Background: an optimization exercise with open tools, aiming at a short achievable clock period and few clock cycles. Do not read the settings as production practice. No functional check of the RTL was part of any run shown here. No activity file was given, so power comes from the tool's default toggle rates.

==> constraint.sdc <==
create_clock -name core_clock -period 4.0 [get_ports {clk}]
set_input_delay 0.8000 -clock core_clock [delete_from_list [all_inputs] [get_ports {clk}]]
set_output_delay 0.8000 -clock core_clock [all_outputs]
set_load 0.01 [all_outputs]
==> run.sh <==
#!/bin/bash
# synth_recipe.tcl (not shown) runs the flow's synth.tcl, then flattens the netlist and writes it again
# the make line also repeats each setting of config.mk as NAME=value (left out here)
make -C /OpenROAD-flow-scripts/flow DESIGN_CONFIG=/design/flow/config.mk WORK_HOME=/design/flow/orfs CLKGATE_MAP_FILE= SYNTH_SCRIPT=/design/flow/synth_recipe.tcl finish
==> design.v <==
module stella_bus_engine (
  input  wire        clk,
  input  wire        rst_n,
  input  wire        cmd_valid,
  output wire        cmd_ready,
  input  wire [26:0] cmd,
  output wire        rsp_valid,
  output wire [8:0]  rsp,
  output wire        claim,
  input  wire        map_ok,
  output wire [1:0]  fault,
  output wire        per_rd,
  output wire        per_wr,
  output wire        per_sel,
  output wire [15:0] per_addr,
  output wire [7:0]  per_wdata,
  input  wire [7:0]  per_rdata,
  output wire [22:0] line_out,
  output wire        ctl_oe,
  output wire        data_oe,
  input  wire [7:0]  line_din
);
  localparam integer K  = 8;    
  localparam integer KT = 4;    
  reg        a_v;
  reg [26:0] a_cmd;
  reg        a_map;
  reg        rdy_q;
  always @(posedge clk) begin
    a_cmd <= cmd;
    a_map <= map_ok;
    a_v   <= rst_n & cmd_valid & rdy_q;
  end
  reg f_rdy;     
  reg f_flt;     
  wire [2:0] op      = a_cmd[26:24];
  wire       win     = a_cmd[20];
  wire       op_peek = (op == 3'd1);
  wire       op_poke = (op == 3'd2);
  wire       op_inst = (op == 3'd6);
  wire       op_ok   = (op == 3'd0) | op_peek | op_poke | op_inst;
  wire live   = a_v & !f_flt;
  wire d_txn  = live & f_rdy & (op_peek | op_poke);
  wire d_prot = live & (((op_peek | op_poke) & !f_rdy) | (op_inst & f_rdy));
  wire d_inst = live & op_inst & !f_rdy;
  wire d_ibad = d_inst & !a_map;
  wire d_rsp  = live & !d_prot & !d_ibad;
  reg        p_rsp, p_txn, p_dir, p_pin, p_pout, p_ok, p_iok;
  reg [1:0]  p_fcode;
  reg        per_rd_q, per_wr_q, claim_q;
  reg [15:0] per_addr_q;
  reg [7:0]  per_wdata_q;
  always @(posedge clk) begin
    per_addr_q  <= a_cmd[23:8];
    per_wdata_q <= a_cmd[7:0];
    p_dir       <= !(op_peek & win);
    p_pin       <= op_peek & win;
    p_pout      <= op_peek & !win;
    p_ok        <= op_ok;
    if (!rst_n) begin
      f_rdy    <= 1'b0;
      f_flt    <= 1'b0;
      p_rsp    <= 1'b0;
      p_txn    <= 1'b0;
      p_iok    <= 1'b0;
      p_fcode  <= 2'd0;
      per_rd_q <= 1'b0;
      per_wr_q <= 1'b0;
      claim_q  <= 1'b0;
    end else begin
      if (d_inst & a_map)  f_rdy <= 1'b1;
      if (d_prot | d_ibad) f_flt <= 1'b1;
      p_rsp    <= d_rsp;
      p_txn    <= d_txn;
      p_iok    <= d_inst & a_map;
      p_fcode  <= d_prot ? 2'd3 : (d_ibad ? 2'd1 : 2'd0);
      per_rd_q <= d_txn & op_peek & !win;
      per_wr_q <= d_txn & op_poke & !win;
      claim_q  <= d_inst;
    end
  end
  assign per_rd    = per_rd_q;
  assign per_wr    = per_wr_q;
  assign per_sel   = per_addr_q[7];
  assign per_addr  = per_addr_q;
  assign per_wdata = per_wdata_q;
  assign claim     = claim_q;
  reg        r_rsp, r_txn, r_dir, r_pin, r_pout, r_ok;
  reg [12:0] r_addr;
  reg [7:0]  r_data;
  reg [1:0]  fault_q;
  always @(posedge clk) begin
    r_dir  <= p_dir;
    r_pin  <= p_pin;
    r_pout <= p_pout;
    r_ok   <= p_ok;
    r_addr <= per_addr_q[12:0];
    r_data <= p_pout ? per_rdata : per_wdata_q;
    if (!rst_n) begin
      r_rsp   <= 1'b0;
      r_txn   <= 1'b0;
      fault_q <= 2'd0;
    end else begin
      r_rsp <= p_rsp;
      r_txn <= p_txn;
      if (p_fcode != 2'd0) fault_q <= p_fcode;
    end
  end
  assign fault = fault_q;
  assign cmd_ready = rdy_q;
  reg [KT-1:0] tv;
  reg [KT-1:0] t_dir;
  reg [12:0]   t_addr [0:KT-1];
  reg [7:0]    t_data [0:KT-1];
  reg [22:0] lines_q;
  reg        doe_q, ctl_q;
  reg        ph_idle, ph_load, ph_unl;    
  reg [2:0]  cnt;
  reg        cur_rd;
  reg [7:0]  rd_byte;
  reg        rd_full;
  wire eng_load = ph_idle & tv[0];
  wire eng_end  = ph_unl & (cnt == 3'd7) & !(cur_rd & rd_full);
  wire [KT-1:0] ts = eng_load ? {1'b0, tv[KT-1:1]} : tv;
  integer i;
  always @(posedge clk) begin
    for (i = 0; i < KT; i = i + 1) begin
      if (r_txn && !ts[i] && (i == 0 || ts[i-1])) begin
        t_dir[i]  <= r_dir;
        t_addr[i] <= r_addr;
        t_data[i] <= r_data;
      end else if (eng_load && i < KT-1) begin
        t_dir[i]  <= t_dir[i+1];
        t_addr[i] <= t_addr[i+1];
        t_data[i] <= t_data[i+1];
      end
    end
    if (!rst_n) tv <= {KT{1'b0}};
    else        tv <= r_txn ? {ts[KT-2:0], 1'b1} : ts;
  end
  always @(posedge clk) begin
    if (eng_load) begin
      lines_q[21:0] <= {t_dir[0], t_data[0], t_addr[0]};
      doe_q         <= t_dir[0];
      cur_rd        <= !t_dir[0];
    end else if (p_iok) begin
      lines_q[21:0] <= 22'd0;
      doe_q         <= 1'b0;
    end
    if (ph_load)      lines_q[22] <= 1'b0;
    else if (eng_end || p_iok) lines_q[22] <= 1'b1;
    if (ph_load)     cnt <= 3'd0;
    else if (cnt != 3'd7) cnt <= cnt + 3'd1;
    if (ph_unl && cnt == 3'd7 && cur_rd && !rd_full) rd_byte <= line_din;
    if (!rst_n) begin
      ctl_q   <= 1'b0;
      ph_idle <= 1'b1;
      ph_load <= 1'b0;
      ph_unl  <= 1'b0;
    end else begin
      if (p_iok) ctl_q <= 1'b1;
      ph_idle <= (ph_idle & !tv[0]) | eng_end;
      ph_load <= eng_load;
      ph_unl  <= ph_load | (ph_unl & !eng_end);
    end
  end
  assign line_out = lines_q;
  assign data_oe  = doe_q;
  assign ctl_oe   = ctl_q;
  reg [K-1:0] rv;
  reg [K-1:0] q_w;             
  reg [8:0]   q_val [0:K-1];
  reg         rsp_v_q;
  reg [8:0]   rsp_q;
  wire          r_pop = rv[0] & (!q_w[0] | rd_full);
  wire [K-1:0]  rs    = r_pop ? {1'b0, rv[K-1:1]} : rv;
  always @(posedge clk) begin
    for (i = 0; i < K; i = i + 1) begin
      if (r_rsp && !rs[i] && (i == 0 || rs[i-1])) begin
        q_w[i]   <= r_pin;
        q_val[i] <= {r_ok, r_pout ? r_data : 8'h00};
      end else if (r_pop && i < K-1) begin
        q_w[i]   <= q_w[i+1];
        q_val[i] <= q_val[i+1];
      end
    end
    rsp_q <= q_w[0] ? {1'b1, rd_byte} : q_val[0];
    if (!rst_n) begin
      rv      <= {K{1'b0}};
      rsp_v_q <= 1'b0;
      rd_full <= 1'b0;
    end else begin
      rv      <= r_rsp ? {rs[K-2:0], 1'b1} : rs;
      rsp_v_q <= r_pop;
      if (ph_unl && cnt == 3'd7 && cur_rd && !rd_full) rd_full <= 1'b1;
      else if (r_pop && q_w[0])                         rd_full <= 1'b0;
    end
  end
  assign rsp_valid = rsp_v_q;
  assign rsp       = rsp_q;
  reg [3:0] ocr;    
  reg [2:0] oct;    
  wire [3:0] ocr_n = ocr + {3'd0, a_v} - {3'd0, r_pop};
  wire [2:0] oct_n = oct + {2'd0, a_v & (op_peek | op_poke)} - {2'd0, eng_load};
  always @(posedge clk) begin
    if (!rst_n) begin
      ocr   <= 4'd0;
      oct   <= 3'd0;
      rdy_q <= 1'b1;
    end else begin
      ocr   <= ocr_n;
      oct   <= oct_n;
      rdy_q <= !f_flt & !d_prot & !d_ibad &
               ({1'b0, ocr_n} + {4'd0, rdy_q} < K) &
               ({1'b0, oct_n} + {3'd0, rdy_q} < KT);
    end
  end
endmodule
==> config.mk <==
export PLATFORM = sky130hd
export DESIGN_NAME = stella_bus_engine
export DESIGN_NICKNAME = stella_bus_engine
export VERILOG_FILES = /design/flow/design.v
export SDC_FILE = /design/flow/constraint.sdc
export NUM_CORES = 4
export LEC_CHECK = 0
export ABC_CLOCK_PERIOD_IN_PS = 1400
export CAP_MARGIN = 20
export CORE_MARGIN = 2
export CORE_UTILIZATION = 40
export SETUP_SLACK_MARGIN = 2.6
export SLEW_MARGIN = 20
==> results of run 1 <==
state kept, by name, indices dropped and copies added, names as in the netlist, 2 cells and up:
register,cells
q_w,8
per_wdata_q,8
r_addr,13
rsp_q,9
q_val,72
t_addr,52
lines_q,23
ocr,4
per_addr_q,16
tv,4
fault_q,2
p_fcode,2
rd_byte,8
rv,8
t_dir,4
t_data,32
a_cmd,27
oct,3
r_data,8
cnt,3
per-stage QoR:
| step | hold WS, ps | worst slack (ps) | instance area (µm²) |
|---|---|---|---|
| floorplan | 310 | 1900 | 12600 |
| global placement | 310 | 1150 | 14000 |
| detailed placement | 314 | 1080 | 14000 |
| CTS | 324 | 1810 | 16900 |
| global route | 325 | 1640 | 17700 |
| finish | 323 | 1840 | 17700 |
what timing repair did:
item | in CTS | in global routing
gates resized for setup | 487 | 82
gates cloned | 30 | 10
endpoints found under the setup margin | 437 | 426
buffers inserted | 76 | 36
pin swaps | 37 | 33
cells in the final DEF (no fill, tap or decap), types with 6 or more instances in the layout:
cell             instances
o21ai_4                 15
edfxtp_1               199
a21oi_4                  7
clkinv_1                 6
clkbuf_1                12
dfxtp_1                 94
clkbuf_16               42
mux2_2                  47
nor2_1                  15
mux2_4                 105
buf_4                   44
clkinv_2                 6
nand2_1                  6
ha_4                     6
nand3_4                  7
buf_6                   73
and2_1                  13
buf_12                  27
a21oi_1                 10
nand2_8                 11
clkdlybuf4s50_1         45
and3_1                  23
buf_16                  10
dfxtp_4                  9
buf_2                   36
and2_4                   7
mux2i_1                  6
inv_1                   11
dfxtp_2                 32
cell families after synthesis:
logic type / after synthesis / synth area share [%]
and+or+nand+nor: 124 / 5.77
AOI/OAI and AO/OA: 60 / 3.51
adders and majority gates: 10 / 1.16
xor gates and xnor gates: 6 / 0.437
muxes: 158 / 14.7
DFF: 334 / 72.1
buffers and inverters: 58 / 2.29
final timing paths:
path,endpoint,cells after the start
hold / removal,per_wdata_q[3]$_DFF_P_,0
setup reg to reg,rdy_q$_SDFF_PN1_,12
hold reg to reg,per_wdata_q[3]$_DFF_P_,0
setup / recovery,rdy_q$_SDFF_PN1_,12
cells in the mapped netlist, drive strengths merged:
library cell and n:
a211o 1, a211oi 10, a21boi 2, a21o 1, a21oi 20, a221oi 1
a32oi 1, and2 18, and2b 1, and3 27, and4b 1, buf 17
clkbuf 20, dfxtp 135, edfxtp 199, fa 2, ha 8, inv 21
mux2 152, mux2i 6, nand2 15, nand2b 5, nand3 14, nand3b 2
nor2 18, nor2b 8, nor3 5, nor3b 2, nor4 2, nor4b 1
o211a 1, o211ai 3, o21ai 18, o22ai 2, or2 3, or3 1
or3b 1, xnor2 2, xor2 4
power groups by stage:
stage,Clock [W],Sequential (W),Combinational (W)
after CTS,0.00313,0.00380,0.000381
after detailed placement,0,0.00386,0.000299
final,0.00305,0.00380,0.000410
after global placement,0,0.00386,0.000292
after floorplan,0,0.00384,0.000170
after global routing,0.00327,0.00381,0.000451
metal layers:
layer	track usage (%)	wire length [µm]
met1	21.0	11300
met2	30.6	15600
met3	3.58	1410
met4	8.33	1170
met5	0	0
layout make-up:
class	count	area, µm²
sequential	334	8750
tap	390	488
fill	2195	11900
clock buffer	50	973
inverter	21	114
timing repair inverter	1	7.51
clock inverter	15	97.6
timing repair buffer	247	2870
multi-input combinational	378	4400
==> impl_metrics.json, run 1 <==
{
  "status": "complete, no violations",
  "setup.worst_path.class": "reg2reg",
  "io_pins": 113,
  "synth_top_area_share_pct": 49.7,
  "syn-num-nets": 807,
  "hold_path_class": "reg2reg",
  "crit_path_max_fanout": 2,
  "slew_violations": 0,
  "antenna_found_initial": 0,
  "power_density_nw_per_um2": 410,
  "fmax_ghz": 0.462,
  "rrSetupSlack_ps": 1840,
  "pwr-share-comb_pct": 5.6,
  "row_count": 63,
  "cts_buffers": 36,
  "num_vias": 7243,
  "path_clk_slew_ps": 60,
  "worst_pin_slew_ps": 518,
  "cts_buffer_depth": 3,
  "crit_top_cell": "ha_4",
  "hold_violations": 0,
  "n_antenna_cell": 0,
  "finalNetCount": 1076,
  "cts_tree": "built",
  "drc": 0,
  "utilization_pct": 59.7,
  "drtPass1Iterations": 5,
  "finalCritPeriodShare_pct": 54.1,
  "crit_path_end_kind": "flop",
  "wirelength_um": 29500,
  "ctsRootBufferMaster": "clkbuf_16",
  "yosysWarnings": 8,
  "arrival_ps": 2580,
  "final-setup-viol-count": 0,
  "grt_pass1_wl_um": 42200,
  "die_y_um": 177,
  "max-cap-violations": 0,
  "drtIter0Drc": 435,
  "switchingPower_w": 0.00159,
  "critPathLaunch": "a_cmd[25]$_DFF_P_",
  "r2r_start": "a_cmd[25]$_DFF_P_",
  "gp_congestion": 0.704,
  "cp.required_ps": 4420,
  "critPathLaunchType": "flop",
  "core_um2": 29600,
  "crit_slowest_cell": "dfxtp_4",
  "ys_ff_latch": 334,
  "synthToLayoutAreaGrowth_pct": 47.1,
  "drive_gt1_share_pct": 53.8,
  "vias_per_cell": 5.04,
  "syn_area_um2": 12000,
  "ctsHoldBuffers": 0,
  "peakVddDrop_mv": 0.325,
  "die-area_um2": 31500,
  "initial_core_util_pct": 40.6,
  "cts_sinks": 334,
  "synth_area_leaders": "edfxtp_1 50%, dfxtp_1 22%, mux2_2 14%, and3_1 1.4%, and2_1 0.94%",
  "syn_avg_cell_area_um2": 16.0,
  "tns_ps": 0,
  "critPathTopFamily": "adder cells",
  "wl_per_cell_um": 20.6,
  "totalPowerFinal_w": 0.00726,
  "slew_headroom_pct": 65.2,
  "die_x_um": 177,
  "grt_overflow_total": 0,
  "fin_skew_ps": 26.7,
  "fin_crit_ps": 2160,
  "path_cells": "xnor2_4 -> nor2_2 -> nand2_2 -> ha_4 -> inv_4 -> ha_4 -> inv_2 -> fa_2 -> xor2_1 -> xnor2_1 -> o22ai_1 -> a211oi_1",
  "yosysSeqAreaShare_pct": 72.1,
  "dp_hpwl_um": 13800,
  "pwr-share-seq_pct": 52.4,
  "rsz0062_at_grt": "true",
  "synth_cells": 750,
  "yosys.area.top_type": "edfxtp_1",
  "placed_cells": 1219,
  "grt_use_total_pct": 17.6,
  "grt_max_degree": 23,
  "clockPowerShare_pct": 42.0,
  "finalNonFillerCells": 1436,
  "switching_share_pct": 21.9,
  "io_buffers": 112,
  "grt_pass1_vias": 7298,
  "clk_latency_ps": 530,
  "htree_num_levels": 2,
  "internal_power_w": 0.00567,
  "hp-start": "a_cmd[3]$_DFF_P_",
  "ys_types": 48,
  "drtAntennaViolNets": 0,
  "cp.buffers_inverters": 2,
  "max_stage_delay_ps": 360,
  "power_leakage_nw": 6.84
}
==> inputs of run 2 (changes only) <==
--- a/config.mk
+++ b/config.mk
@@ -7,3 +7,2 @@
 export LEC_CHECK = 0
-export ABC_CLOCK_PERIOD_IN_PS = 1400
 export CAP_MARGIN = 20
@@ -11,3 +10,2 @@
 export CORE_UTILIZATION = 40
-export SETUP_SLACK_MARGIN = 2.6
 export SLEW_MARGIN = 20
==> run 2 against run 1 <==
Effect of this change:
- final cell count shrank 9.6%
- utilization is 10 points lower
- sequential share of layout area is 9.4 points higher
- power up 0.99%
- area after synthesis did not move
- register-to-register slack lost 1000 ps
==> impl_metrics.json, run 2 <==
{
  "syn_avg_cell_area_um2": 16.0,
  "num_vias": 6166,
  "synth_area_leaders": "edfxtp_1 50%, dfxtp_1 22%, mux2_2 14%, and3_1 1.4%, and2_1 0.94%",
  "ctsHoldBuffers": 0,
  "final-setup-viol-count": 0,
  "dp_worst_setup_slack_ps": 805,
  "wirelength_um": 21000,
  "yosysSeqAreaShare_pct": 72.1,
  "max_stage_delay_ps": 610,
  "max-cap-violations": 0,
  "n_antenna_cell": 0,
  "ys_async_sr_fraction_pct": 0,
  "hold_path_class": "reg2reg",
  "critPathTopFamily": "adder cells",
  "wl_per_cell_um": 16.2,
  "hold_violations": 0,
  "fin_crit_ps": 3170,
  "fillCellCount": 2571,
  "rsz0062_at_grt": "false",
  "cp.required_ps": 4420,
  "critPathLaunch": "q_w[0]$_DFFE_PP_",
  "yosysWarnings": 8,
  "cts_tree": "built",
  "reg2reg_to": "rdy_q$_SDFF_PN1_",
  "rrSetupSlack_ps": 830,
  "clk_latency_ps": 510,
  "path_cells": "nand2b_1 -> nand2_2 -> inv_1 -> ha_1 -> inv_1 -> ha_1 -> fa_1 -> xor2_1 -> a32oi_1 -> o22ai_1 -> a211oi_1",
  "synth_top_flop_cell": "edfxtp_1",
  "die-area_um2": 31500,
  "fmax_ghz": 0.315,
  "peakVddDrop_mv": 0.295,
  "netlist_top_cells_count": "199 x edfxtp_1, 150 x mux2_2, 135 x dfxtp_1",
  "drtAntennaViolNets": 0,
  "drc": 0,
  "power_leakage_nw": 5.30,
  "gp_congestion": 0.795,
  "crit_path_end_kind": "flop",
  "regArea_um2": 8680,
  "final_cell_mix": "199 x edfxtp_1, 150 x mux2_2, 135 x dfxtp_1",
  "largest_reg_flops": 72,
  "synth_cells": 750,
  "yosysMostFrequentCell": "edfxtp_1",
  "syn-num-nets": 807,
  "r2r_cells": 11,
  "largest_registers": "q_val (72), t_addr (52), t_data (32)",
  "status": "complete, no violations",
  "syn_area_um2": 12000,
  "finalNonFillerCells": 1298,
  "power_density_nw_per_um2": 497,
  "placed_cells": 1230,
  "cts_resized": 0,
  "setup_ws_ps": 826,
  "core_um2": 29600,
  "grt_use_total_pct": 13.6,
  "post-cts-setup-buffers": 0,
  "ys_ff_latch": 334,
  "grt_pass1_vias": 6219,
  "cp.buffers_inverters": 2,
  "io_pins": 113,
  "finalNetCount": 936,
  "grt_pass1_wl_um": 33800,
  "worst_pin_slew_ps": 945,
  "finalCritPeriodShare_pct": 79.4,
  "critPathLaunchType": "flop",
  "die_y_um": 177,
  "tns_ps": 0,
  "antenna_found_initial": 0,
  "drtPass1Iterations": 4,
  "dp_hpwl_um": 13700,
  "layout_commonest_cell": "edfxtp_1",
  "totalPowerFinal_w": 0.00733,
  "ctsRootBufferMaster": "clkbuf_16",
  "stdcell_area_um2": 14700,
  "path_clk_slew_ps": 60,
  "crit_slowest_cell": "edfxtp_1",
  "slew_violations": 0,
  "synthToLayoutAreaGrowth_pct": 22.5,
  "synth_top_area_share_pct": 49.7,
  "io_buffers": 112,
  "regMostFlops": "q_val",
  "cp.depth": 11,
  "multi_input_area_um2": 3090,
  "drive_gt1_share_pct": 26.1,
  "initial_core_util_pct": 40.6,
  "crit_path_max_fanout": 15,
  "die_x_um": 177,
  "arrival_ps": 3590,
  "cts_sinks": 334,
  "dpl_cell_area_um2": 13600,
  "grt_max_degree": 29,
  "r2r_start": "q_w[0]$_DFFE_PP_",
  "synth_edf_count": 199,
  "fin_skew_ps": 13.7,
  "cts_buffers": 37,
  "vias_per_cell": 4.75,
  "crit_path_end": "rdy_q$_SDFF_PN1_",
  "cts_buffer_depth": 3,
  "grt_overflow_total": 0,
  "yosys.area.top_type": "edfxtp_1",
  "htree_num_levels": 2,
  "slew_headroom_pct": 36.6,
  "row_count": 63,
  "drtIter0Drc": 293,
  "ys_types": 48,
  "setup.worst_path.class": "reg2reg"
}
[run 2: kinds of logic (layout without fill, tap and decap cells)]
family | after synthesis | in the layout | synth area share [%]
AOI/OAI and AO/OA | 60 | 60 | 3.51
xor gates and xnor gates | 6 | 6 | 0.437
adders and majority gates | 10 | 10 | 1.16
buffers and inverters | 58 | 216 | 2.29
DFF | 334 | 334 | 72.1
muxes | 158 | 158 | 14.7
and+or+nand+nor | 124 | 124 | 5.77
[run 2: worst min path at each step]
stage,startpoint,to,slack (ps),cells after the start
global placement,a_cmd[8]$_DFF_P_,per_addr_q[0]$_DFF_P_,310,0
detailed placement,p_dir$_DFF_P_,r_dir$_DFF_P_,310,0
CTS,a_cmd[0]$_DFF_P_,per_wdata_q[0]$_DFF_P_,330,0
finish,p_pin$_DFF_P_,r_pin$_DFF_P_,320,0
floorplan,a_cmd[8]$_DFF_P_,per_addr_q[0]$_DFF_P_,310,0
global route,p_pin$_DFF_P_,r_pin$_DFF_P_,330,0
[run 2: layer usage]
| layer | wire length [µm] | up-vias | track usage (%) |
|---|---|---|---|
| li1 | - | 3024 | - |
| met1 | 9710 | 2989 | 18.3 |
| met2 | 9930 | 112 | 21.9 |
| met3 | 929 | 41 | 2.93 |
| met4 | 446 | 0 | 4.41 |
| met5 | 0 | - | 0 |
[run 2: report_power, final]
group / switching [W] / internal [W]
logic: 0.000122 / 0.000162
clock network: 0.00134 / 0.00193
registers: 0.0000666 / 0.00372
total: 0.00153 / 0.00581
[run 2: cell type report]
| type | count | area share, % |
|---|---|---|
| clock buffers | 50 | 6.88 |
| clock inverters | 18 | 1.12 |
| inverters | 21 | 0.535 |
| multi-input cells | 358 | 20.9 |
| flip-flops and latches | 334 | 58.9 |
| well taps | 390 | 3.31 |
| repair buffers | 127 | 8.37 |
[run 2: per-stage QoR]
stage,hold WS (ps),utilization (%)
6_report,324,49.7
5_1_grt,327,49.7
3_3_place_gp,310,45.8
4_1_cts,326,49.7
3_5_place_dp,312,45.8
2_1_floorplan,310,-
==> inputs of run 3 (changes only) <==
--- a/design.v
+++ b/design.v
@@ -22,4 +22,4 @@
 );
-  localparam integer K  = 8;    
-  localparam integer KT = 4;    
+  localparam integer K  = 4;    
+  localparam integer KT = 3;    
   reg        a_v;
@@ -87,25 +87,10 @@
   assign claim     = claim_q;
-  reg        r_rsp, r_txn, r_dir, r_pin, r_pout, r_ok;
-  reg [12:0] r_addr;
-  reg [7:0]  r_data;
-  reg [1:0]  fault_q;
-  always @(posedge clk) begin
-    r_dir  <= p_dir;
-    r_pin  <= p_pin;
-    r_pout <= p_pout;
-    r_ok   <= p_ok;
-    r_addr <= per_addr_q[12:0];
-    r_data <= p_pout ? per_rdata : per_wdata_q;
-    if (!rst_n) begin
-      r_rsp   <= 1'b0;
-      r_txn   <= 1'b0;
-      fault_q <= 2'd0;
-    end else begin
-      r_rsp <= p_rsp;
-      r_txn <= p_txn;
-      if (p_fcode != 2'd0) fault_q <= p_fcode;
-    end
-  end
-  assign fault = fault_q;
+  reg [1:0] fault_q;
+  always @(posedge clk) begin
+    if (!rst_n)                fault_q <= 2'd0;
+    else if (p_fcode != 2'd0)  fault_q <= p_fcode;
+  end
+  assign fault     = fault_q;
   assign cmd_ready = rdy_q;
+  wire [7:0] p_data = p_pout ? per_rdata : per_wdata_q;
   reg [KT-1:0] tv;
@@ -127,6 +112,6 @@
     for (i = 0; i < KT; i = i + 1) begin
-      if (r_txn && !ts[i] && (i == 0 || ts[i-1])) begin
-        t_dir[i]  <= r_dir;
-        t_addr[i] <= r_addr;
-        t_data[i] <= r_data;
+      if (p_txn && !ts[i] && (i == 0 || ts[i-1])) begin
+        t_dir[i]  <= p_dir;
+        t_addr[i] <= per_addr_q[12:0];
+        t_data[i] <= p_data;
       end else if (eng_load && i < KT-1) begin
@@ -138,3 +123,3 @@
     if (!rst_n) tv <= {KT{1'b0}};
-    else        tv <= r_txn ? {ts[KT-2:0], 1'b1} : ts;
+    else        tv <= p_txn ? {ts[KT-2:0], 1'b1} : ts;
   end
@@ -178,5 +163,5 @@
     for (i = 0; i < K; i = i + 1) begin
-      if (r_rsp && !rs[i] && (i == 0 || rs[i-1])) begin
-        q_w[i]   <= r_pin;
-        q_val[i] <= {r_ok, r_pout ? r_data : 8'h00};
+      if (p_rsp && !rs[i] && (i == 0 || rs[i-1])) begin
+        q_w[i]   <= p_pin;
+        q_val[i] <= {p_ok, p_pout ? per_rdata : 8'h00};
       end else if (r_pop && i < K-1) begin
@@ -192,3 +177,3 @@
     end else begin
-      rv      <= r_rsp ? {rs[K-2:0], 1'b1} : rs;
+      rv      <= p_rsp ? {rs[K-2:0], 1'b1} : rs;
       rsp_v_q <= r_pop;
@@ -200,17 +185,21 @@
   assign rsp       = rsp_q;
-  reg [3:0] ocr;    
-  reg [2:0] oct;    
-  wire [3:0] ocr_n = ocr + {3'd0, a_v} - {3'd0, r_pop};
-  wire [2:0] oct_n = oct + {2'd0, a_v & (op_peek | op_poke)} - {2'd0, eng_load};
-  always @(posedge clk) begin
-    if (!rst_n) begin
-      ocr   <= 4'd0;
-      oct   <= 3'd0;
+  reg [K-1:0]  cr;
+  reg [KT-1:0] ct;
+  wire c_inc = a_v;
+  wire t_inc = a_v & (op_peek | op_poke);
+  wire [K-1:0]  cr_n = (c_inc & !r_pop)    ? {cr[K-2:0], 1'b1} :
+                       (!c_inc & r_pop)    ? {1'b0, cr[K-1:1]} : cr;
+  wire [KT-1:0] ct_n = (t_inc & !eng_load) ? {ct[KT-2:0], 1'b1} :
+                       (!t_inc & eng_load) ? {1'b0, ct[KT-1:1]} : ct;
+  wire r_room = (a_v & rdy_q) ? !cr[K-3] : (a_v | rdy_q) ? !cr[K-2] : !cr[K-1];
+  wire t_room = (a_v & rdy_q) ? !ct[KT-3] : (a_v | rdy_q) ? !ct[KT-2] : !ct[KT-1];
+  always @(posedge clk) begin
+    if (!rst_n) begin
+      cr    <= {K{1'b0}};
+      ct    <= {KT{1'b0}};
       rdy_q <= 1'b1;
     end else begin
-      ocr   <= ocr_n;
-      oct   <= oct_n;
-      rdy_q <= !f_flt & !d_prot & !d_ibad &
-               ({1'b0, ocr_n} + {4'd0, rdy_q} < K) &
-               ({1'b0, oct_n} + {3'd0, rdy_q} < KT);
+      cr    <= cr_n;
+      ct    <= ct_n;
+      rdy_q <= !f_flt & r_room & t_room;
     end
--- a/config.mk
+++ b/config.mk
@@ -7,2 +7,3 @@
 export LEC_CHECK = 0
+export ABC_CLOCK_PERIOD_IN_PS = 1500
 export CAP_MARGIN = 20
@@ -10,2 +11,3 @@
 export CORE_UTILIZATION = 40
+export SETUP_SLACK_MARGIN = 2.4
 export SLEW_MARGIN = 20
==> run 3 against run 2 <==
Effect of this change:
- utilization is 8.3 points higher
- synthesized cell count is 25% lower
- maximum frequency is 68% higher
- sequential power is 29% lower
- die area is 30% lower
- clock power is 22% lower
- largest cell class unchanged
- flip-flop and latch count is 94 lower
- design area is 20% lower
==> impl_metrics.json, run 3 <==
{
  "grt_pass1_vias": 5242,
  "crit_path_end_kind": "output pin",
  "synth_compound_area_share_pct": 4.30,
  "path_clk_slew_ps": 60,
  "hold_violations": 0,
  "max-cap-violations": 0,
  "tns_ps": 0,
  "synthToLayoutAreaGrowth_pct": 41.4,
  "ys_types": 49,
  "vias_per_cell": 4.91,
  "die_y_um": 149,
  "cp.depth": 1,
  "crit_path_end": "line_out[21]",
  "setup.worst_path.class": "reg2out",
  "finalCritPeriodShare_pct": 47.3,
  "worst_pin_slew_ps": 501,
  "slew_headroom_pct": 66.6,
  "power_density_nw_per_um2": 470,
  "die-area_um2": 22100,
  "power_leakage_nw": 4.62,
  "yosysSeqAreaShare_pct": 73.9,
  "max_stage_delay_ps": 420,
  "largest_registers": "t_addr (39), q_val (36), a_cmd (27)",
  "ys_ff_latch": 240,
  "antenna_found_initial": 0,
  "cts_tree": "built",
  "critPathLaunch": "lines_q[21]$_SDFFCE_PN0P_",
  "yosysWarnings": 8,
  "rsz0062_at_grt": "true",
  "io_buffers": 112,
  "io_pins": 113,
  "drtPass1Iterations": 6,
  "fin_crit_ps": 1890,
  "cts_buffers": 25,
  "crit_slowest_cell": "edfxtp_1",
  "n_antenna_cell": 0,
  "status": "complete, no violations",
  "num_vias": 5134,
  "clk_latency_ps": 500,
  "die_x_um": 149,
  "layout_commonest_cell": "edfxtp_1",
  "syn_area_um2": 8360,
  "fin_skew_ps": 6.76,
  "ctsRootBufferMaster": "clkbuf_16",
  "finalNetCount": 809,
  "multi_input_area_um2": 2500,
  "final_cell_mix": "137 x edfxtp_1, 54 x dfxtp_1, 53 x buf_4",
  "synth-xor-area-share_pct": 0.314,
  "yosysMostFrequentCell": "edfxtp_1",
  "synth_top_area_share_pct": 49.2,
  "grt_overflow_total": 0,
  "synth_top_flop_cell": "edfxtp_1",
  "grt_pass1_wl_um": 28400,
  "regMostFlops": "t_addr",
  "row_count": 52,
  "cp.required_ps": 3200,
  "dp_hpwl_um": 10200,
  "cts_buffer_depth": 3,
  "yosys.area_share.simple_pct": 8.23,
  "core_um2": 20400,
  "fillCellCount": 1576,
  "htree_num_levels": 1,
  "synth_top_family_by_area": "multiplexers",
  "gp_congestion": 0.734,
  "arrival_ps": 1090,
  "syn_avg_cell_area_um2": 14.8,
  "drive_gt1_share_pct": 45.4,
  "drtAntennaViolNets": 0,
  "ys_async_sr_fraction_pct": 0,
  "drtIter0Drc": 224,
  "critPathLaunchType": "flop",
  "grt_max_degree": 23,
  "final-setup-viol-count": 0,
  "regArea_um2": 6270,
  "synth_mux_area_share_pct": 10.4,
  "grt_use_total_pct": 16.5,
  "r2r_start": "q_w[0]$_DFFE_PP_",
  "rrSetupSlack_ps": 2280,
  "synth_area_leaders": "edfxtp_1 49%, dfxtp_1 25%, mux2_2 7.5%, a21oi_1 2.3%, nor2_1 1.9%",
  "peakVddDrop_mv": 0.342,
  "slew_violations": 0,
  "synth_edf_count": 137,
  "crit_path_max_fanout": 2,
  "reg2reg_to": "q_val[1][2]$_DFFE_PP_",
  "yosys.area.top_type": "edfxtp_1",
  "fmax_ghz": 0.529,
  "largest_reg_flops": 39,
  "utilization_pct": 58.0,
  "r2r_cells": 4,
  "syn-num-nets": 614,
  "ctsHoldBuffers": 0,
  "drc": 0,
  "wirelength_um": 18600,
  "netlist_top_cells_count": "137 x edfxtp_1, 103 x dfxtp_1, 56 x mux2_2",
  "initial_core_util_pct": 41.0,
  "synthAdderAreaFrac_pct": 0.599,
  "hold_path_class": "reg2reg",
  "wl_per_cell_um": 17.8,
  "cts_sinks": 240,
  "synth_cells": 563,
  "critPathTopFamily": "flip-flops",
  "path_cells": "buf_2",
  "cp.buffers_inverters": 1
}
==> run 3: changes by cell type after synthesis, sizes merged, moves of 6 or more <==
cell | previous run | this run
nand3 | 14 | 5
and2 | 18 | 9
clkbuf | 20 | 11
nor2 | 18 | 42
edfxtp | 199 | 137
nand2 | 15 | 28
nor2b | 8 | 2
mux2 | 152 | 66
a211oi | 10 | 3
dfxtp | 135 | 103
a21oi | 20 | 38
==> run 3: metrics by stage <==
stage	setup WS, ps	total power (W)	hold WS, ps	cell area, µm²	cells
6_report	2110	0.00555	325	11800	1046
5_1_grt	2070	0.00573	329	11800	1046
4_1_cts	2090	0.00559	326	11500	1029
3_5_place_dp	1350	0.00299	312	9810	924
3_3_place_gp	1450	0.00297	310	9810	924
2_1_floorplan	2350	0.00286	310	8460	563
==> run 3: how the worst min path moves through the flow <==
stage	from	end	cells past startpoint
floorplan	a_cmd[8]$_DFF_P_	per_addr_q[0]$_DFF_P_	0
global route	a_cmd[9]$_DFF_P_	per_addr_q[1]$_DFF_P_	0
finish	a_cmd[14]$_DFF_P_	per_addr_q[6]$_DFF_P_	0
detailed placement	a_cmd[14]$_DFF_P_	per_addr_q[6]$_DFF_P_	0
global placement	a_cmd[18]$_DFF_P_	per_addr_q[10]$_DFF_P_	0
CTS	a_cmd[14]$_DFF_P_	per_addr_q[6]$_DFF_P_	0
==> run 3: per-layer routing <==
layer,vias to the layer above,GRT usage [%],part of all wire (%)
met5,-,0,0
met4,0,4.62,2.4
met3,37,2.79,4.3
met2,134,27.5,48
met1,2519,22.4,45
li1,2444,-,-
==> run 3: cell families (layout without fill, tap and decap cells) <==
kind of cell	Yosys count	count (layout)
compound gates	62	65
xor+xnor	3	3
fa+ha+maj	4	4
buf+inv	42	245
flops	240	240
mux	77	77
simple gates	135	142
==> run 3: worst reg2reg max path: cells and delay by family (launching register included) <==
kind | cells | cell delay, ps
flops | 1 | 460
mux | 2 | 650
simple gates | 2 | 370
==> run 3: final cells by class <==
type	instances	area share, %
Multi-Input combinational cell	291	21.2
Tap cell	270	2.86
Timing Repair Buffer	181	14.5
Inverter	18	0.625
Timing Repair inverter	1	0.0635
Clock inverter	17	2.26
Sequential cell	240	53.0
Clock buffer	28	5.56
==> run 3: power breakdown <==
group / total [W] / switching, W / internal [W] / leakage (nW)
combinational: 0.000294 / 0.000126 / 0.000169 / 2.03
sequential: 0.00270 / 0.0000448 / 0.00266 / 2.15
clock: 0.00255 / 0.000923 / 0.00163 / 0.450
==> run 3: timing repair <==
item	in CTS	in global routing
setup endpoints to repair	301	206
setup buffers	50	12
cloned	10	5
resized for setup	420	43
pin swaps	11	16
==> inputs of run 4 (changes only) <==
--- a/config.mk
+++ b/config.mk
@@ -7,3 +7,3 @@
 export LEC_CHECK = 0
-export ABC_CLOCK_PERIOD_IN_PS = 1500
+export ABC_CLOCK_PERIOD_IN_PS = 1400
 export CAP_MARGIN = 20
@@ -11,3 +11,6 @@
 export CORE_UTILIZATION = 40
-export SETUP_SLACK_MARGIN = 2.4
+export CTS_BUF_LIST = sky130_fd_sc_hd__clkbuf_16 sky130_fd_sc_hd__clkbuf_8
+export CTS_CLUSTER_DIAMETER = 300
+export CTS_CLUSTER_SIZE = 20
+export SETUP_SLACK_MARGIN = 2.5
 export SLEW_MARGIN = 20
==> run 4 against run 3 <==
Effect of this change:
- sequential share of layout area shrank 0.41 points
- sequential power is essentially flat
- routed wire length is 3.4% higher
- maximum frequency down 0.25%
- critical path depth is the same
- area after synthesis did not move
- critical endpoint is now data_oe
- largest cell class unchanged
- largest power group unchanged
==> impl_metrics.json, run 4 <==
{
  "hold_violations": 0,
  "drtPass1Iterations": 5,
  "vias_per_cell": 4.97,
  "initial_core_util_pct": 41.0,
  "hold_path_class": "reg2reg",
  "max_stage_delay_ps": 440,
  "yosysWarnings": 8,
  "largest_registers": "t_addr (39), q_val (36), a_cmd (27)",
  "ys_types": 49,
  "path_clk_slew_ps": 90,
  "cts_sinks": 240,
  "gp_congestion": 0.753,
  "drtIter0Drc": 363,
  "power_leakage_nw": 4.71,
  "finalNonFillerCells": 1049,
  "status": "complete, no violations",
  "fin_crit_ps": 1890,
  "die-area_um2": 22100,
  "critPathLaunchType": "flop",
  "cp.buffers_inverters": 1,
  "die_x_um": 149,
  "grt_overflow_total": 0,
  "n_antenna_cell": 0,
  "ys_ff_latch": 240,
  "power_density_nw_per_um2": 377,
  "arrival_ps": 1090,
  "wl_per_cell_um": 18.4,
  "crit_path_end_kind": "output pin",
  "io_pins": 113,
  "slew_violations": 0,
  "max-cap-violations": 0,
  "yosys.area.top_type": "edfxtp_1",
  "tns_ps": 0,
  "largest_reg_flops": 39,
  "yosysSeqAreaShare_pct": 73.9,
  "antenna_found_initial": 0,
  "synth_top_flop_cell": "edfxtp_1",
  "rsz0062_at_grt": "true",
  "synth_area_leaders": "edfxtp_1 49%, dfxtp_1 25%, mux2_2 7.5%, a21oi_1 2.3%, nor2_1 1.9%",
  "finalCritPeriodShare_pct": 47.4,
  "path_cells": "buf_2",
  "crit_path_max_fanout": 2,
  "core_um2": 20400,
  "htree_num_levels": 1,
  "cts_buffers": 15,
  "dp_hpwl_um": 10300,
  "yosysMostFrequentCell": "edfxtp_1",
  "critPathLaunch": "lines_q[21]$_SDFFCE_PN0P_",
  "worst_pin_slew_ps": 352,
  "totalPowerFinal_w": 0.00450,
  "final_cell_mix": "137 x edfxtp_1, 56 x buf_4, 54 x dfxtp_1",
  "slew_headroom_pct": 76.5,
  "layout_commonest_cell": "edfxtp_1",
  "peakVddDrop_mv": 0.228,
  "drive_gt1_share_pct": 49.7,
  "finalNetCount": 822,
  "wirelength_um": 19300,
  "grt_use_total_pct": 16.9,
  "row_count": 52,
  "cts_buffer_depth": 3,
  "synth_top_area_share_pct": 49.2,
  "clk_latency_ps": 480,
  "cp.required_ps": 3200,
  "synth_cells": 563,
  "die_y_um": 149,
  "synth_edf_count": 137,
  "grt_max_degree": 23,
  "drtAntennaViolNets": 0,
  "netlist_top_cells_count": "137 x edfxtp_1, 103 x dfxtp_1, 56 x mux2_2",
  "ys_async_sr_fraction_pct": 0,
  "drc": 0,
  "syn-num-nets": 614,
  "ctsRootBufferMaster": "clkbuf_16",
  "final-setup-viol-count": 0,
  "syn_area_um2": 8360,
  "regMostFlops": "t_addr",
  "r2r_start": "q_w[0]$_DFFE_PP_",
  "grt_pass1_vias": 5394,
  "io_buffers": 112,
  "critPathTopFamily": "flip-flops",
  "setup.worst_path.class": "reg2out",
  "crit_slowest_cell": "edfxtp_1",
  "num_vias": 5216,
  "hp-start": "a_cmd[12]$_DFF_P_",
  "syn_avg_cell_area_um2": 14.8,
  "placed_cells": 923,
  "cts_tree": "built",
  "fmax_ghz": 0.528,
  "grt_pass1_wl_um": 29300,
  "fin_skew_ps": 16.5,
  "synthToLayoutAreaGrowth_pct": 42.6
}
==> run 4: cell counts after synthesis <==
Identical to the previous run, type by type.
==> run 4: final timing paths <==
check                                to  slack (ps)  cells after the start
hold / removal    per_addr_q[4]$_DFF_P_         330                      0
setup reg to reg  q_val[0][5]$_DFFE_PP_        2220                      5
hold reg to reg   per_addr_q[4]$_DFF_P_         330                      0
setup / recovery                data_oe        2110                      1
==> run 4: cell type report <==
| type | count | area [µm²] |
|---|---|---|
| fill | 1567 | 8440 |
| sequential | 240 | 6270 |
| multi-input combinational | 294 | 2810 |
| timing repair buffer | 201 | 2010 |
| clock buffer | 15 | 375 |
| tap | 270 | 338 |
| inverter | 18 | 77.6 |
| clock inverter | 10 | 37.5 |
| timing repair inverter | 1 | 7.51 |
==> run 4: cells by family (layout without fill, tap and decap cells) <==
family / count (synthesis) / in the layout / share of synthesized area (%)
buffers and inverters: 42 / 245 / 2.32
and+or+nand+nor: 135 / 146 / 8.23
AOI/OAI and AO/OA: 62 / 64 / 4.30
muxes: 77 / 77 / 10.4
adders and majority gates: 4 / 4 / 0.599
xor gates and xnor gates: 3 / 3 / 0.314
DFF: 240 / 240 / 73.9
==> run 4: routing by layer <==
| layer | up-vias | wire length (µm) | GRT usage [%] |
|---|---|---|---|
| li1 | 2459 | - | - |
| met1 | 2602 | 8570 | 22.9 |
| met2 | 125 | 9440 | 28.7 |
| met3 | 30 | 829 | 2.61 |
| met4 | 0 | 420 | 4.10 |
| met5 | - | 0 | 0 |
==> run 4: through the flow <==
stage                     util [%]  cell area, µm²  worst slack [ps]  hold slack, ps
final                         58.6           11900              2110             325
after global routing          58.6           11900              2070             334
after CTS                     56.0           11400              2090             328
after detailed placement      48.4            9850              1430             312
after global placement        48.4            9850              1450             310
after floorplan                  -            8530              2340             310
==> run 4: report_power, final <==
group	leakage, nW	internal (W)	switching (W)
clock network	0.238	0.000684	0.000782
registers	2.15	0.00265	0.0000458
logic	2.32	0.000190	0.000142
total	4.71	0.00353	0.000970
==> run 4: repair_timing <==
item / in CTS / in global routing
pin swaps: 12 / 25
resized for setup: 450 / 89
setup endpoints to repair: 312 / 227
buffers inserted: 65 / 15
hold buffers: 0 / 0
gates cloned: 14 / 7
==> inputs of run 5 (changes only) <==
--- a/config.mk
+++ b/config.mk
@@ -11,5 +11,5 @@
 export CORE_UTILIZATION = 40
-export CTS_BUF_LIST = sky130_fd_sc_hd__clkbuf_16 sky130_fd_sc_hd__clkbuf_8
+export CTS_BUF_LIST = sky130_fd_sc_hd__clkbuf_16
 export CTS_CLUSTER_DIAMETER = 300
-export CTS_CLUSTER_SIZE = 20
+export CTS_CLUSTER_SIZE = 30
 export SETUP_SLACK_MARGIN = 2.5
==> run 5 against run 4 <==
Effect of this change:
- largest cell class unchanged
- flip-flop and latch count stayed put
- global-route usage hardly changed
- combinational power is 4% lower
- count of clock-buffer cells in the layout is 4 lower
- setup slack better by 11 ps
==> impl_metrics.json, run 5 <==
{
  "finalNetCount": 822,
  "cp.buffers_inverters": 1,
  "slew_violations": 0,
  "synth_top_family_by_area": "multiplexers",
  "synth_cells": 563,
  "wl_per_cell_um": 18.7,
  "regMostFlops": "t_addr",
  "drtPass1Iterations": 4,
  "r2r_cells": 6,
  "max-cap-violations": 0,
  "path_clk_slew_ps": 120,
  "htree_num_levels": 1,
  "hold_path_class": "reg2reg",
  "crit_path_end_kind": "output pin",
  "rrSetupSlack_ps": 2230,
  "grt_pass1_wl_um": 29100,
  "final-setup-viol-count": 0,
  "critPathLaunch": "lines_q[21]$_SDFFCE_PN0P_",
  "setup.worst_path.class": "reg2out",
  "n_antenna_cell": 0,
  "yosysMostFrequentCell": "edfxtp_1",
  "drc": 0,
  "crit_path_end": "data_oe",
  "ys_ff_latch": 240,
  "crit_slowest_cell": "edfxtp_1",
  "hold_violations": 0,
  "cts_tree": "built",
  "layout_commonest_cell": "edfxtp_1",
  "cp.required_ps": 3200,
  "slew_headroom_pct": 76.5,
  "clk_latency_ps": 470,
  "final_cell_mix": "137 x edfxtp_1, 61 x buf_4, 52 x dfxtp_1",
  "gp_congestion": 0.753,
  "fmax_ghz": 0.531,
  "die_y_um": 149,
  "yosysWarnings": 8,
  "grt_overflow_total": 0,
  "num_vias": 5214,
  "drtAntennaViolNets": 0,
  "vias_per_cell": 4.99,
  "syn_area_um2": 8360,
  "yosys.area_share.simple_pct": 8.23,
  "synthToLayoutAreaGrowth_pct": 42.2,
  "synth_mux_area_share_pct": 10.4,
  "cts_buffer_depth": 3,
  "finalCritPeriodShare_pct": 47.1,
  "arrival_ps": 1080,
  "placed_cells": 923,
  "synth_area_leaders": "edfxtp_1 49%, dfxtp_1 25%, mux2_2 7.5%, a21oi_1 2.3%, nor2_1 1.9%",
  "drtIter0Drc": 469,
  "row_count": 52,
  "grt_use_total_pct": 16.9,
  "reg2reg_to": "t_addr[1][0]$_DFFE_PP_",
  "critPathLaunchType": "flop",
  "wirelength_um": 19500,
  "peakVddDrop_mv": 0.264,
  "cp.depth": 1,
  "fin_skew_ps": 19.6,
  "drive_gt1_share_pct": 49.9,
  "fin_crit_ps": 1880,
  "max_stage_delay_ps": 450,
  "finalNonFillerCells": 1045,
  "r2r_start": "tv[2]$_SDFF_PN0_",
  "grt_max_degree": 32,
  "rsz0062_at_grt": "true",
  "synth_top_flop_cell": "edfxtp_1",
  "synth_edf_count": 137,
  "dp_hpwl_um": 10300,
  "ctsHoldBuffers": 0,
  "power_leakage_nw": 4.66,
  "cts_buffers": 11,
  "cts_sinks": 240,
  "power_density_nw_per_um2": 357,
  "syn_avg_cell_area_um2": 14.8,
  "largest_registers": "t_addr (39), q_val (36), a_cmd (27)",
  "ys_types": 49,
  "ys_async_sr_fraction_pct": 0,
  "netlist_top_cells_count": "137 x edfxtp_1, 103 x dfxtp_1, 56 x mux2_2",
  "ctsRootBufferMaster": "clkbuf_16",
  "io_buffers": 112,
  "synthAdderAreaFrac_pct": 0.599,
  "yosys.area.top_type": "edfxtp_1",
  "status": "complete, no violations",
  "critPathTopFamily": "flip-flops",
  "grt_pass1_vias": 5317,
  "synth_top_area_share_pct": 49.2,
  "die-area_um2": 22100,
  "worst_pin_slew_ps": 352,
  "crit_path_max_fanout": 2,
  "die_x_um": 149,
  "antenna_found_initial": 0,
  "tns_ps": 0,
  "largest_reg_flops": 39,
  "initial_core_util_pct": 41.0,
  "path_cells": "buf_2",
  "synth_compound_area_share_pct": 4.30,
  "synth-xor-area-share_pct": 0.314,
  "io_pins": 113,
  "core_um2": 20400,
  "syn-num-nets": 614,
  "yosysSeqAreaShare_pct": 73.9
}
-- run 5: changes by cell type in the layout (fill, tap and decap cells not counted), sizes merged --
cell / previous run / this run
buf: 153 / 155
clkbuf: 17 / 14
inv: 26 / 22
o21a: 5 / 6
-- run 5: cell families (layout without fill, tap and decap cells) --
family,Yosys count,count (layout)
muxes,77,77
xor gates and xnor gates,3,3
buffers and inverters,42,240
DFF,240,240
and+or+nand+nor,135,146
AOI/OAI and AO/OA,62,65
adders and majority gates,4,4
-- run 5: through the flow --
stage | util, % | hold WS [ps] | total power (W) | cell area (µm²) | setup slack (ps)
finish | 58.4 | 331 | 0.00424 | 11900 | 2120
global route | 58.4 | 331 | 0.00441 | 11900 | 2070
CTS | 55.3 | 329 | 0.00425 | 11300 | 2100
detailed placement | 48.4 | 312 | 0.00299 | 9850 | 1430
floorplan | - | 310 | 0.00286 | 8530 | 2340
global placement | 48.4 | 310 | 0.00297 | 9850 | 1450
-- run 5: repair_timing --
item,in CTS,in global routing
pin swaps,11,25
buffers inserted,60,22
setup endpoints to repair,312,252
gates resized for setup,456,83
gates cloned,15,8
-- run 5: final cells by class --
cell class / count / area [µm²]
Timing Repair inverter: 1 / 7.51
Multi-Input combinational cell: 295 / 2830
Clock inverter: 6 / 22.5
Clock buffer: 11 / 275
Tap cell: 270 / 338
Inverter: 18 / 77.6
Fill cell: 1532 / 8480
Sequential cell: 240 / 6270
Timing Repair Buffer: 204 / 2060
-- run 5: per-layer routing --
metal | GRT usage, % | vias up | part of all wire (%)
met3 | 2.18 | 22 | 5.0
met2 | 29.0 | 151 | 50
met1 | 23.2 | 2588 | 43
li1 | - | 2453 | -
met4 | 3.48 | 0 | 1.4
met5 | 0 | - | 0
-- run 5: worst min path at each step --
stage	startpoint	to	slack, ps	cells after the start
floorplan	a_cmd[8]$_DFF_P_	per_addr_q[0]$_DFF_P_	310	0
global placement	a_cmd[15]$_DFF_P_	per_addr_q[7]$_DFF_P_	310	0
detailed placement	a_cmd[10]$_DFF_P_	per_addr_q[2]$_DFF_P_	310	0
CTS	a_cmd[0]$_DFF_P_	per_wdata_q[0]$_DFF_P_	330	0
global route	a_cmd[0]$_DFF_P_	per_wdata_q[0]$_DFF_P_	330	0
finish	a_cmd[3]$_DFF_P_	per_wdata_q[3]$_DFF_P_	330	0
-- run 5: power by group --
group,internal (W),switching (W)
logic,0.000181,0.000139
clock network,0.000508,0.000714
registers,0.00265,0.0000437
==> inputs of run 6 (changes only) <==
--- a/design.v
+++ b/design.v
@@ -24,2 +24,3 @@
   localparam integer KT = 3;    
+  integer i;
   reg        a_v;
@@ -33,2 +34,3 @@
   end
+  assign cmd_ready = rdy_q;
   reg f_rdy;     
@@ -87,9 +89,9 @@
   assign claim     = claim_q;
-  reg [1:0] fault_q;
-  always @(posedge clk) begin
-    if (!rst_n)                fault_q <= 2'd0;
-    else if (p_fcode != 2'd0)  fault_q <= p_fcode;
-  end
-  assign fault     = fault_q;
-  assign cmd_ready = rdy_q;
+  reg [1:0] fault_q, fault_o;
+  always @(posedge clk) begin
+    if (!rst_n) fault_q <= 2'd0;
+    else        fault_q <= fault_q | p_fcode;
+    fault_o <= {2{rst_n}} & fault_q;
+  end
+  assign fault = fault_o;
   wire [7:0] p_data = p_pout ? per_rdata : per_wdata_q;
@@ -104,2 +106,3 @@
   reg        cur_rd;
+  reg        samp_q;                      
   reg [7:0]  rd_byte;
@@ -107,8 +110,13 @@
   wire eng_load = ph_idle & tv[0];
-  wire eng_end  = ph_unl & (cnt == 3'd7) & !(cur_rd & rd_full);
-  wire [KT-1:0] ts = eng_load ? {1'b0, tv[KT-1:1]} : tv;
-  integer i;
-  always @(posedge clk) begin
+  wire eng_end  = ph_unl & (cnt == 3'd7) & !(cur_rd & (rd_full | samp_q));
+  reg [KT-1:0] tpos_n, tpos_p;
+  always @(*) begin
     for (i = 0; i < KT; i = i + 1) begin
-      if (p_txn && !ts[i] && (i == 0 || ts[i-1])) begin
+      tpos_n[i] = !tv[i] & ((i == 0) ? 1'b1 : tv[(i == 0) ? 0 : i-1]);
+      tpos_p[i] = tv[i] & ((i == KT-1) ? 1'b1 : !tv[(i == KT-1) ? i : i+1]);
+    end
+  end
+  always @(posedge clk) begin
+    for (i = 0; i < KT; i = i + 1) begin
+      if (p_txn && (eng_load ? tpos_p[i] : tpos_n[i])) begin
         t_dir[i]  <= p_dir;
@@ -117,9 +125,10 @@
       end else if (eng_load && i < KT-1) begin
-        t_dir[i]  <= t_dir[i+1];
-        t_addr[i] <= t_addr[i+1];
-        t_data[i] <= t_data[i+1];
+        t_dir[i]  <= t_dir[(i < KT-1) ? i+1 : i];
+        t_addr[i] <= t_addr[(i < KT-1) ? i+1 : i];
+        t_data[i] <= t_data[(i < KT-1) ? i+1 : i];
       end
     end
-    if (!rst_n) tv <= {KT{1'b0}};
-    else        tv <= p_txn ? {ts[KT-2:0], 1'b1} : ts;
+    if (!rst_n)        tv <= {KT{1'b0}};
+    else if (eng_load) tv <= p_txn ? tv : {1'b0, tv[KT-1:1]};
+    else if (p_txn)    tv <= {tv[KT-2:0], 1'b1};
   end
@@ -134,7 +143,7 @@
     end
-    if (ph_load)      lines_q[22] <= 1'b0;
+    if (ph_load)               lines_q[22] <= 1'b0;
     else if (eng_end || p_iok) lines_q[22] <= 1'b1;
-    if (ph_load)     cnt <= 3'd0;
+    if (ph_load)          cnt <= 3'd0;
     else if (cnt != 3'd7) cnt <= cnt + 3'd1;
-    if (ph_unl && cnt == 3'd7 && cur_rd && !rd_full) rd_byte <= line_din;
+    if (samp_q) rd_byte <= line_din;
     if (!rst_n) begin
@@ -144,2 +153,3 @@
       ph_unl  <= 1'b0;
+      samp_q  <= 1'b0;
     end else begin
@@ -149,7 +159,15 @@
       ph_unl  <= ph_load | (ph_unl & !eng_end);
-    end
-  end
-  assign line_out = lines_q;
-  assign data_oe  = doe_q;
-  assign ctl_oe   = ctl_q;
+      samp_q  <= eng_end & cur_rd;
+    end
+  end
+  reg [22:0] line_o;
+  reg        doe_o, ctl_o;
+  always @(posedge clk) begin
+    line_o <= lines_q;
+    doe_o  <= doe_q;
+    ctl_o  <= rst_n & ctl_q;
+  end
+  assign line_out = line_o;
+  assign data_oe  = doe_o;
+  assign ctl_oe   = ctl_o;
   reg [K-1:0] rv;
@@ -159,7 +177,13 @@
   reg [8:0]   rsp_q;
-  wire          r_pop = rv[0] & (!q_w[0] | rd_full);
-  wire [K-1:0]  rs    = r_pop ? {1'b0, rv[K-1:1]} : rv;
-  always @(posedge clk) begin
+  wire r_pop = rv[0] & (!q_w[0] | rd_full);
+  reg [K-1:0] rpos_n, rpos_p;
+  always @(*) begin
     for (i = 0; i < K; i = i + 1) begin
-      if (p_rsp && !rs[i] && (i == 0 || rs[i-1])) begin
+      rpos_n[i] = !rv[i] & ((i == 0) ? 1'b1 : rv[(i == 0) ? 0 : i-1]);
+      rpos_p[i] = rv[i] & ((i == K-1) ? 1'b1 : !rv[(i == K-1) ? i : i+1]);
+    end
+  end
+  always @(posedge clk) begin
+    for (i = 0; i < K; i = i + 1) begin
+      if (p_rsp && (r_pop ? rpos_p[i] : rpos_n[i])) begin
         q_w[i]   <= p_pin;
@@ -167,4 +191,4 @@
       end else if (r_pop && i < K-1) begin
-        q_w[i]   <= q_w[i+1];
-        q_val[i] <= q_val[i+1];
+        q_w[i]   <= q_w[(i < K-1) ? i+1 : i];
+        q_val[i] <= q_val[(i < K-1) ? i+1 : i];
       end
@@ -177,6 +201,6 @@
     end else begin
-      rv      <= p_rsp ? {rs[K-2:0], 1'b1} : rs;
+      if (r_pop)      rv <= p_rsp ? rv : {1'b0, rv[K-1:1]};
+      else if (p_rsp) rv <= {rv[K-2:0], 1'b1};
       rsp_v_q <= r_pop;
-      if (ph_unl && cnt == 3'd7 && cur_rd && !rd_full) rd_full <= 1'b1;
-      else if (r_pop && q_w[0])                         rd_full <= 1'b0;
+      rd_full <= samp_q | (rd_full & !(r_pop & q_w[0]));
     end
@@ -193,3 +217,3 @@
                        (!t_inc & eng_load) ? {1'b0, ct[KT-1:1]} : ct;
-  wire r_room = (a_v & rdy_q) ? !cr[K-3] : (a_v | rdy_q) ? !cr[K-2] : !cr[K-1];
+  wire r_room = (a_v & rdy_q) ? !cr[K-3]  : (a_v | rdy_q) ? !cr[K-2]  : !cr[K-1];
   wire t_room = (a_v & rdy_q) ? !ct[KT-3] : (a_v | rdy_q) ? !ct[KT-2] : !ct[KT-1];
--- a/config.mk
+++ b/config.mk
@@ -11,5 +11,5 @@
 export CORE_UTILIZATION = 40
-export CTS_BUF_LIST = sky130_fd_sc_hd__clkbuf_16
+export CTS_BUF_LIST = sky130_fd_sc_hd__clkbuf_16 sky130_fd_sc_hd__clkbuf_8
 export CTS_CLUSTER_DIAMETER = 300
-export CTS_CLUSTER_SIZE = 30
+export CTS_CLUSTER_SIZE = 20
 export SETUP_SLACK_MARGIN = 2.5
==> run 6 against run 5 <==
Effect of this change:
- still clean
- register-to-register slack got worse by 50 ps
- sequential share of layout area rose by 1.4 points
- global-route usage fell by 0.70 points
- highest routed layer unchanged
- combinational power fell by 8.1%
- clock skew rose by 2.7 ps
- flip-flop and latch count rose by 27
- die area rose by 6.7%
- area after synthesis rose by 6.9%
- clock power rose by 36%
- critical path depth rose by 5
==> impl_metrics.json, run 6 <==
{
  "status": "complete, no violations",
  "switchingPower_w": 0.00105,
  "hold_violations": 0,
  "cts_buffers": 17,
  "dpl_cell_area_um2": 10500,
  "synth_edf_count": 137,
  "syn_area_um2": 8930,
  "crit_top_cell": "buf_6",
  "layout_commonest_cell": "edfxtp_1",
  "crit_slowest_cell": "dfxtp_4",
  "stdcell_area_um2": 12600,
  "syn-num-nets": 642,
  "largest_registers": "t_addr (39), q_val (36), a_cmd (27)",
  "grt_pass1_wl_um": 30200,
  "grt_overflow_total": 0,
  "synth_cells": 591,
  "crit_path_max_fanout": 7,
  "fmax_ghz": 0.548,
  "drive_gt1_share_pct": 47.1,
  "core_um2": 21900,
  "fillCellCount": 1708,
  "yosysWarnings": 4,
  "netlist_top_cells_count": "137 x edfxtp_1, 130 x dfxtp_1, 66 x mux2_2",
  "power_density_nw_per_um2": 392,
  "clockPowerShare_pct": 33.7,
  "antenna_found_initial": 0,
  "cts_buffer_depth": 3,
  "power_leakage_nw": 4.82,
  "row_count": 54,
  "slew_headroom_pct": 65.0,
  "path_clk_slew_ps": 90,
  "setup.worst_path.class": "reg2reg",
  "final-setup-viol-count": 0,
  "yosysMostFrequentCell": "edfxtp_1",
  "hold_path_class": "reg2reg",
  "max-cap-violations": 0,
  "io_pins": 113,
  "finalNetCount": 853,
  "finalCritPeriodShare_pct": 45.6,
  "yosys.area.top_type": "edfxtp_1",
  "drtPass1Iterations": 4,
  "drtIter0Drc": 258,
  "largest_reg_flops": 39,
  "initial_core_util_pct": 40.8,
  "whs_ps": 327,
  "synthToLayoutAreaGrowth_pct": 40.7,
  "wirelength_um": 19800,
  "ys_ff_latch": 267,
  "path_cells": "buf_6 -> nand3b_1 -> a211oi_4 -> buf_6 -> buf_16 -> mux2_4",
  "grt_use_total_pct": 16.2,
  "tns_ps": 0,
  "fin_skew_ps": 22.3,
  "critPathLaunchType": "flop",
  "rsz0062_at_grt": "true",
  "synth_area_leaders": "edfxtp_1 46%, dfxtp_1 29%, mux2_2 8.3%, and3_1 1.7%, a21oi_1 1.4%",
  "crit_path_end_kind": "flop",
  "cts_tree": "built",
  "worst_pin_slew_ps": 524,
  "fin_crit_ps": 1820,
  "arrival_ps": 2080,
  "ys_async_sr_fraction_pct": 0,
  "critPathTopFamily": "buffers and inverters",
  "reg2reg_to": "t_addr[1][6]$_DFFE_PP_",
  "r2r_start": "ph_idle$_SDFF_PN1_",
  "slew_violations": 0,
  "clk_latency_ps": 490,
  "hp-start": "a_cmd[19]$_DFF_P_",
  "syn_avg_cell_area_um2": 15.1,
  "die_x_um": 153,
  "internal_power_w": 0.00389,
  "pwr-share-seq_pct": 60.3,
  "gp_congestion": 0.777,
  "holdPathStages": 0,
  "synth_top_area_share_pct": 46.0,
  "ctsHoldBuffers": 0,
  "synth_top_flop_cell": "edfxtp_1",
  "n_antenna_cell": 0,
  "dp_hpwl_um": 10600,
  "drtAntennaViolNets": 0,
  "r2r_cells": 6,
  "final_cell_mix": "137 x edfxtp_1, 69 x dfxtp_1, 69 x buf_6",
  "switching_share_pct": 21.2,
  "die_y_um": 153,
  "grt_max_degree": 23,
  "ctsRootBufferMaster": "clkbuf_16",
  "ys_types": 48,
  "drc": 0,
  "io_buffers": 112,
  "regMostFlops": "t_addr",
  "wl_per_cell_um": 18.2,
  "cp.buffers_inverters": 3,
  "pwr-share-comb_pct": 6.0,
  "cp.required_ps": 4250,
  "yosysSeqAreaShare_pct": 75.2,
  "holdPathEnd": "per_addr_q[11]$_DFF_P_",
  "htree_num_levels": 1,
  "max_stage_delay_ps": 400,
  "rrSetupSlack_ps": 2180,
  "num_vias": 5441,
  "die-area_um2": 23500,
  "cts_sinks": 267,
  "grt_pass1_vias": 5470,
  "vias_per_cell": 4.98,
  "peakVddDrop_mv": 0.312
}
run 6: cell types whose count changed after synthesis, sizes merged, moves of 3 or more:
cell	before	now
a21oi	38	25
and2	9	19
dfxtp	103	130
mux2i	11	6
nand2	28	31
nor2	42	19
nor2b	2	8
o21ai	13	22
o31ai	0	3
xnor2	1	6
run 6: worst max-delay path by stage:
| stage | startpoint | end | slack [ps] | cells past startpoint |
|---|---|---|---|---|
| floorplan | ph_idle$_SDFF_PN1_ | t_addr[2][0]$_DFFE_PP_ | 2300 | 5 |
| global placement | ph_idle$_SDFF_PN1_ | t_addr[1][11]$_DFFE_PP_ | 1370 | 4 |
| detailed placement | ph_idle$_SDFF_PN1_ | t_addr[1][11]$_DFFE_PP_ | 1350 | 4 |
| CTS | ph_idle$_SDFF_PN1_ | t_addr[1][1]$_DFFE_PP_ | 2200 | 5 |
| global route | ph_idle$_SDFF_PN1_ | t_addr[1][6]$_DFFE_PP_ | 2140 | 6 |
| finish | ph_idle$_SDFF_PN1_ | t_addr[1][6]$_DFFE_PP_ | 2180 | 6 |
run 6: layout make-up:
cell class	instances	area (µm²)	area share, %
multi-input combinational	289	2660	21.2
inverter	18	85.1	0.677
clock inverter	13	66.3	0.527
tap	280	350	2.79
timing repair buffer	209	2170	17.2
sequential	267	6820	54.2
clock buffer	17	425	3.38
run 6: worst register-to-register path, delay by kind of cell, from the launching register on:
kind | cells | cell delay, ps
buffers and inverters | 3 | 410
flip-flops | 1 | 400
AO/OA/AOI/OAI | 1 | 340
multiplexers | 1 | 300
AND/OR/NAND/NOR | 1 | 120
run 6: layer usage:
metal  wire length, µm  track usage [%]
met5                 0                0
met4               410             4.37
met3              1030             2.84
met2              9810             27.6
met1              8590             21.4
run 6: stage by stage:
step	util, %	instances	setup WS (ps)	total power (W)
after floorplan	-	591	2300	0.00315
after global placement	47.9	963	1370	0.00326
after detailed placement	47.9	963	1350	0.00328
after CTS	54.7	1072	2200	0.00497
after global routing	57.4	1093	2140	0.00512
final	57.4	1093	2180	0.00493
run 6: power by group through the flow:
stage / combinational, W / clock (W) / sequential, W
2_1_floorplan: 0.000118 / 0 / 0.00303
3_5_place_dp: 0.000237 / 0 / 0.00304
3_3_place_gp: 0.000227 / 0 / 0.00304
4_1_cts: 0.000275 / 0.00172 / 0.00298
5_1_grt: 0.000322 / 0.00181 / 0.00298
6_report: 0.000294 / 0.00166 / 0.00298
run 6: cells by family after synthesis:
kind of cell,Yosys count,share of synthesized area [%]
compound gates,64,4.34
xor+xnor,7,0.686
fa+ha+maj,4,0.560
buf+inv,41,2.00
flops,267,75.2
mux,72,8.99
simple gates,136,8.25
run 6: what timing repair did:
action / CTS / global route
buffers inserted: 69 / 18
endpoints found under the setup margin: 319 / 246
resized for setup: 427 / 107
gates cloned: 10 / 3
hold endpoints to repair: 0 / 0
pin swaps: 13 / 10

## re-timing with driven ports
Ports are ideal in the flow. The routed layouts listed here were re-timed in OpenROAD. Step 1 sets driving cells, clkbuf_16 on the clock port and buf_2 on the other inputs (assumed; they add their load-dependent delay and slew). Step 2 times the ports against the registers' clock, not the clock port: input delays grow and output delays shrink by t, the midpoint of the rising clock arrivals with the driver on. Slacks: no drivers / after step 1 / after step 2; pairs: no drivers / after step 1.
run	t (ns)	setup slack, ns	hold WS [ns]	worst setup path after step 2	pins driven straight from the clock port
run 1	0.571	1.838 / 1.838 / 1.838	0.323 / 0.323 / 0.323	register to register	1
run 2	0.557	0.826 / 0.826 / 0.826	0.324 / 0.324 / 0.324	register to register	1
run 3	0.544	2.110 / 2.068 / 1.892	0.325 / 0.325 / 0.325	input to register	1
run 4	0.520	2.105 / 2.061 / 1.949	0.325 / 0.325 / 0.325	input to register	1
run 5	0.502	2.116 / 2.073 / 1.954	0.331 / 0.331 / 0.331	input to register	1
run 6	0.527	2.176 / 2.176 / 1.963	0.327 / 0.327 / 0.327	input to register	1
After both steps every run listed still meets setup and hold. For run 3, which loses most, drivers alone change the setup slack by -0.042 ns; drivers and shift together by -0.218 ns.
